Context: an optimization exercise on an open-source flow, tuned for small area and a short achievable clock period. The choices shown serve that exercise and are no tape-out recipe.
Function was checked by simulation only, so behaviour that the tests miss may differ from the original.
No activity file was given, so power comes from the tool's default toggle rates.

== the baseline ==
==> flow/design.v <==
module glue_timer (
    input  wire       clk,
    input  wire       rst,         
    input  wire       wr_en,       
    input  wire [2:0] wr_off,      
    input  wire [7:0] wr_data,
    input  wire       tick,
    output wire [7:0] count,       
    output wire       irq
);
    reg [15:0] ticks;
    reg [7:0]  target;
    reg        paused;
    reg        irq_q;
    wire w_target = wr_en && wr_off == 3'd0;
    wire w_reset  = wr_en && wr_off == 3'd2;
    wire w_trig   = wr_en && wr_off == 3'd3;
    wire w_pause  = wr_en && wr_off == 3'd4;
    wire w_cont   = wr_en && wr_off == 3'd5;
    wire w_zero   = w_target || w_reset || w_trig;
    wire n_paused = w_pause || (paused && !(w_zero || w_cont));
    wire n_irq_w  = w_trig || (irq_q && !(w_target || w_reset || w_cont));
    wire do_tick  = tick && !n_paused;
    wire [7:0]  n_target = w_target ? wr_data : target;
    wire        tz       = n_target == 8'd0;
    wire [15:0] t    = w_zero ? 16'd1 : ticks + 16'd1;
    wire        fire = tz ? !t[15] : (t[7:0] == n_target);
    always @(posedge clk) begin
        if (rst) begin
            ticks  <= 16'd0;
            target <= 8'd255;
            paused <= 1'b1;
            irq_q  <= 1'b0;
        end else begin
            target <= n_target;
            paused <= n_paused;
            irq_q  <= n_irq_w || (do_tick && fire);
            if (do_tick)
                ticks <= (fire && !tz) ? 16'd0 : t;
            else if (w_zero)
                ticks <= 16'd0;
        end
    end
    assign count = ticks[7:0];
    assign irq   = irq_q;
endmodule
module glue_disk (
    input  wire        clk,
    input  wire        rst,              
    input  wire        store_open,
    input  wire        store_writable,
    input  wire [40:0] store_size,
    input  wire        wr_en,            
    input  wire        rd_en,            
    input  wire [2:0]  off,              
    input  wire [7:0]  wr_data,
    output reg         status,           
    output reg         pos_in,           
    output wire [40:0] st_addr,
    output wire [7:0]  st_wdata
);
    localparam OK  = 1'b0;
    localparam NOK = 1'b1;
    reg [7:0]  param [0:3];
    reg [40:0] pos;
    wire [31:0] block    = {param[3], param[2], param[1], param[0]};
    wire [31:0] size_blk = store_size[40:9];
    wire        size_lo  = |store_size[8:0];
    wire        blk_lt   = block < size_blk;
    wire        blk_eq   = block == size_blk;
    wire        seek_le  = blk_lt || blk_eq;
    wire        seek_lt  = blk_lt || (blk_eq && size_lo);
    wire [40:0] pos_inc  = pos + 41'd1;
    wire is_data  = off == 3'd5;
    wire is_cmd   = off == 3'd0;
    wire data_rd  = rd_en && is_data;
    wire data_wr  = wr_en && is_data;
    wire xfer     = data_rd || data_wr;
    wire xfer_ok  = store_open && pos_in && (data_rd || store_writable);
    wire do_seek  = store_open && wr_en && is_cmd && wr_data == 8'h01;
    wire do_sel   = store_open && wr_en && is_cmd && wr_data == 8'h00;
    wire do_inc   = xfer && xfer_ok;
    assign st_addr  = pos;
    assign st_wdata = wr_data;
    always @(posedge clk) begin
        if (rst) begin
            status   <= store_open ? OK : NOK;
            param[0] <= 8'h00;
            param[1] <= 8'h00;
            param[2] <= 8'h00;
            param[3] <= 8'h00;
            pos      <= 41'd0;
            pos_in   <= |store_size;
        end else begin
            if (!store_open) begin
                if ((wr_en && off != 3'd6) || data_rd)
                    status <= NOK;
            end else if (do_sel) begin
                status <= OK;
            end else if (do_seek) begin
                status <= seek_le ? OK : NOK;
            end else if (xfer) begin
                status <= xfer_ok ? OK : NOK;
            end
            if (store_open && wr_en && off == 3'd1) param[0] <= wr_data;
            if (store_open && wr_en && off == 3'd2) param[1] <= wr_data;
            if (store_open && wr_en && off == 3'd3) param[2] <= wr_data;
            if (store_open && wr_en && off == 3'd4) param[3] <= wr_data;
            if (do_seek) begin
                pos    <= {block, 9'd0};
                pos_in <= seek_lt;
            end else if (do_inc) begin
                pos    <= pos_inc;
                pos_in <= pos_inc != store_size;
            end
        end
    end
endmodule
module fuzix_glue (
    input  wire        clk,
    input  wire        rst,              
    input  wire        store_open,
    input  wire        store_writable,
    input  wire [40:0] store_size,
    input  wire        bus_valid,
    input  wire        bus_rd,           
    input  wire        bus_sync,         
    input  wire [15:0] bus_addr,
    input  wire [7:0]  bus_wdata,
    output reg         data_drive,       
    output reg  [7:0]  data_out,         
    input  wire        tick,
    output wire        irq,
    output wire        mem_re,
    output wire        mem_we,
    output wire [15:0] mem_addr,
    output wire [7:0]  mem_wdata,
    input  wire [7:0]  mem_rdata,
    output wire        st_re,
    output wire        st_we,
    output wire [40:0] st_addr,
    output wire [7:0]  st_wdata,
    input  wire [7:0]  st_rdata
);
    wire hi_fe   = bus_addr[15:8] == 8'hFE;
    wire in_disk  = hi_fe && bus_addr[7:3] == 5'b01100 && bus_addr[2:0] != 3'd7;
    wire in_timer = hi_fe && bus_addr[7:3] == 5'b10000 && !(bus_addr[2] && bus_addr[1]);
    wire in_mem   = !in_disk && !in_timer;
    wire [2:0] off = bus_addr[2:0];
    wire cyc = bus_valid && !rst;
    wire rd  = cyc && bus_rd;
    wire wr  = cyc && !bus_rd;
    wire pos_in;
    glue_strobe u_strobe (
        .rst            (rst),
        .bus_valid      (bus_valid),
        .bus_rd         (bus_rd),
        .bus_addr       (bus_addr),
        .store_open     (store_open),
        .store_writable (store_writable),
        .pos_in         (pos_in),
        .mem_re         (mem_re),
        .mem_we         (mem_we),
        .st_re          (st_re),
        .st_we          (st_we)
    );
    assign mem_addr  = bus_addr;
    assign mem_wdata = bus_wdata;
    wire [7:0] timer_count;
    glue_timer u_timer (
        .clk     (clk),
        .rst     (rst),
        .wr_en   (wr && in_timer),
        .wr_off  (off),
        .wr_data (bus_wdata),
        .tick    (tick),
        .count   (timer_count),
        .irq     (irq)
    );
    wire       disk_status;
    glue_disk u_disk (
        .clk            (clk),
        .rst            (rst),
        .store_open     (store_open),
        .store_writable (store_writable),
        .store_size     (store_size),
        .wr_en          (wr && in_disk),
        .rd_en          (rd && in_disk),
        .off            (off),
        .wr_data        (bus_wdata),
        .status         (disk_status),
        .pos_in         (pos_in),
        .st_addr        (st_addr),
        .st_wdata       (st_wdata)
    );
    reg [7:0] rdata;
    always @(*) begin
        if (in_disk) begin
            if (off == 3'd6)
                rdata = {7'd0, disk_status};
            else if (off == 3'd5 && store_open && pos_in)
                rdata = st_rdata;
            else
                rdata = 8'h00;
        end else if (in_timer)
            rdata = (off == 3'd1) ? timer_count : 8'h00;
        else
            rdata = mem_rdata;
    end
    always @(posedge clk) begin
        if (rst)
            data_drive <= 1'b0;
        else if (bus_valid)
            data_drive <= bus_rd;
        if (rd)
            data_out <= rdata;
    end
endmodule
module glue_strobe (
    input  wire        rst,
    input  wire        bus_valid,
    input  wire        bus_rd,
    input  wire [15:0] bus_addr,
    input  wire        store_open,
    input  wire        store_writable,
    input  wire        pos_in,
    output wire        mem_re,
    output wire        mem_we,
    output wire        st_re,
    output wire        st_we
);
    wire hi_fe    = bus_addr[15:8] == 8'hFE;
    wire in_disk  = hi_fe && bus_addr[7:3] == 5'b01100 && bus_addr[2:0] != 3'd7;
    wire in_timer = hi_fe && bus_addr[7:3] == 5'b10000 && !(bus_addr[2] && bus_addr[1]);
    wire is_data  = hi_fe && bus_addr[7:0] == 8'h65;
    wire cyc      = bus_valid && !rst;
    wire xfer     = cyc && is_data && store_open && pos_in;
    assign mem_re = cyc && bus_rd && !in_disk && !in_timer;
    assign mem_we = cyc && !bus_rd && !in_disk && !in_timer;
    assign st_re  = xfer && bus_rd;
    assign st_we  = xfer && !bus_rd && store_writable;
endmodule
clock: 4.5 ns
lec_check: 0
cap_margin: 20
core_margin: 2
core_utilization: 65
setup_slack_margin: 1.6
slew_margin: 20
standard.sh (not shown) runs the stock make flow with config.mk's settings and CLKGATE_MAP_FILE= SYNTH_SCRIPT=/design/flow/synth_recipe.tcl, a recipe that flattens the netlist after the stock synthesis.
==> flow/flow/run.sh <==
#!/bin/bash
# Own flow: the standard layout (standard.sh: ORFS with the standard flow's
# synthesis script and steps), with two changes to how the layout is made:
#  - ABC maps the logic with the classic delay-driven mapper (map -D, then
#    buffering and gate sizing) from flow/abc_map.script instead of ORFS's
#    abc_speed.script; registers are not touched by ABC, so the registers,
#    their names and their cells are those of the standard synthesis;
#  - the port buffers are the small sky130_fd_sc_hd__buf_1 instead of the
#    default delay-cell buffer; repair_design/repair_timing resize them
#    afterwards wherever timing or slew needs it.
# ORFS's scripts folder is copied here and only abc_speed.script replaced.
set -euo pipefail
rm -rf scripts
cp -r "$FLOW_HOME/scripts" scripts
cp flow/abc_map.script scripts/abc_speed.script
export SCRIPTS_DIR="$PWD/scripts"
export BUFFER_PORTS_ARGS="-buffer_cell sky130_fd_sc_hd__buf_1"
bash standard.sh > standard.log 2>&1
==> flow/flow/abc_map.script <==
strash
dch
map -D 1500
buffer -c
topo
stime -c
upsize -c -D 1500
dnsize -c -D 1500
The baseline closes out successfully: all stages finished, all timing, DRC and antenna checks passed.
For the candidate, these inputs were changed with respect to the baseline:
diff --git a/flow/design.v b/flow/design.v
--- a/flow/design.v
+++ b/flow/design.v
@@ -20,30 +20,70 @@
     wire w_zero   = w_target || w_reset || w_trig;
     wire n_paused = w_pause || (paused && !(w_zero || w_cont));
     wire n_irq_w  = w_trig || (irq_q && !(w_target || w_reset || w_cont));
     wire do_tick  = tick && !n_paused;
-    wire [7:0]  n_target = w_target ? wr_data : target;
-    wire        tz       = n_target == 8'd0;
-    wire [15:0] t    = w_zero ? 16'd1 : ticks + 16'd1;
-    wire        fire = tz ? !t[15] : (t[7:0] == n_target);
+    wire        tz     = target == 8'd0;
+    wire [7:0]  need   = ticks[7:0] ^ target;
+    wire [7:0]  cout   = ticks[7:0] & ~target;
+    wire        hit    = need[0] && !cout[7] && (cout[6:0] == need[7:1]);
+    wire        neg1   = ticks[15] ^ (&ticks[14:0]);    
+    wire        fire_r = tz ? !neg1 : hit;
+    wire        wrap_r = fire_r && !tz;              
+    wire        fire_z = w_target ? (wr_data[7:1] == 7'd0) : (target[7:1] == 7'd0);
+    wire        one_z  = w_target ? (wr_data != 8'd1) : (target != 8'd1);
+    wire [15:0] t_add;
+    glue_inc #(.W(16), .G(4)) u_inc (.a(ticks), .ci(do_tick), .y(t_add));
+    wire        clr    = w_zero || (do_tick && wrap_r);
     always @(posedge clk) begin
         if (rst) begin
             ticks  <= 16'd0;
             target <= 8'd255;
             paused <= 1'b1;
             irq_q  <= 1'b0;
         end else begin
-            target <= n_target;
+            if (w_target)
+                target <= wr_data;
             paused <= n_paused;
-            irq_q  <= n_irq_w || (do_tick && fire);
-            if (do_tick)
-                ticks <= (fire && !tz) ? 16'd0 : t;
-            else if (w_zero)
-                ticks <= 16'd0;
+            irq_q  <= n_irq_w || (do_tick && (w_zero ? fire_z : fire_r));
+            if (clr)
+                ticks <= {15'd0, w_zero && do_tick && one_z};
+            else
+                ticks <= t_add;
         end
     end
     assign count = ticks[7:0];
     assign irq   = irq_q;
+endmodule
+module glue_inc #(
+    parameter W = 16,
+    parameter G = 4
+) (
+    input  wire [W-1:0] a,
+    input  wire         ci,
+    output wire [W-1:0] y
+);
+    localparam NG = (W + G - 1) / G;
+    wire [NG-1:0] ones;      
+    wire [NG-1:0] pg;        
+    genvar g, i;
+    generate
+        for (g = 0; g < NG; g = g + 1) begin : grp
+            if ((g + 1) * G <= W)
+                assign ones[g] = &a[(g + 1) * G - 1 : g * G];
+            else
+                assign ones[g] = &a[W - 1 : g * G];
+            if (g == 0)
+                assign pg[g] = 1'b1;
+            else
+                assign pg[g] = &ones[g - 1 : 0];
+        end
+        for (i = 0; i < W; i = i + 1) begin : bits
+            if (i % G == 0)
+                assign y[i] = a[i] ^ (ci & pg[i / G]);
+            else
+                assign y[i] = a[i] ^ (ci & pg[i / G] & (&a[i - 1 : (i / G) * G]));
+        end
+    endgenerate
 endmodule
 module glue_disk (
     input  wire        clk,
     input  wire        rst,              
There was hardly any difference in multiplexer share of the synthesized area between the candidate and the baseline. Met3 usage: the baseline vs the candidate, no meaningful difference. Number of inverters outside the clock class in the layout (lower): the baseline. The baseline reports its destination of the critical timing path as u_timer.ticks[3] while the candidate reports st_re. Delta (the candidate minus the baseline): via count went down 224; finished layout cell area went down about 3%; count of clock-buffer cells in the layout went down 1; non-clock buffer count went down 7.7%. Summary of the candidate over the baseline: sequential share of power saw a decrease; internal power held.

static timing again, ports no longer ideal:
The flow's constraints put no driver on any port. The routed layouts listed below were extracted and timed again, unchanged, in two steps.
Step 1: set_driving_cell puts a clkbuf_16 on clk and a buf_2 on each other input, an assumption about the parent block.
Step 2 adds t to the input delays and takes it off the output delays; t is the mean of the earliest and latest rising clock arrival at the registers after step 1. Input paths then give back, and output paths get back, about the clock's delay inside the block.
Three values: ideal ports, drivers, drivers and shift; two values: the first two.
| run | shift t [ns] | setup WS [ns] | worst setup path after step 2 | clock arrival spread, ns |
|---|---|---|---|---|
| the baseline | 0.405 | 1.491 / 1.512 / 1.107 | input to register | 0.008 / 0.008 |
| the candidate | 0.403 | 1.514 / 1.479 / 1.312 | input to register | 0.009 / 0.009 |
After both steps setup and hold are still met in every run listed. The setup slack of the baseline, which loses most, moves by +0.021 ns with the drivers and by -0.384 ns with both steps.
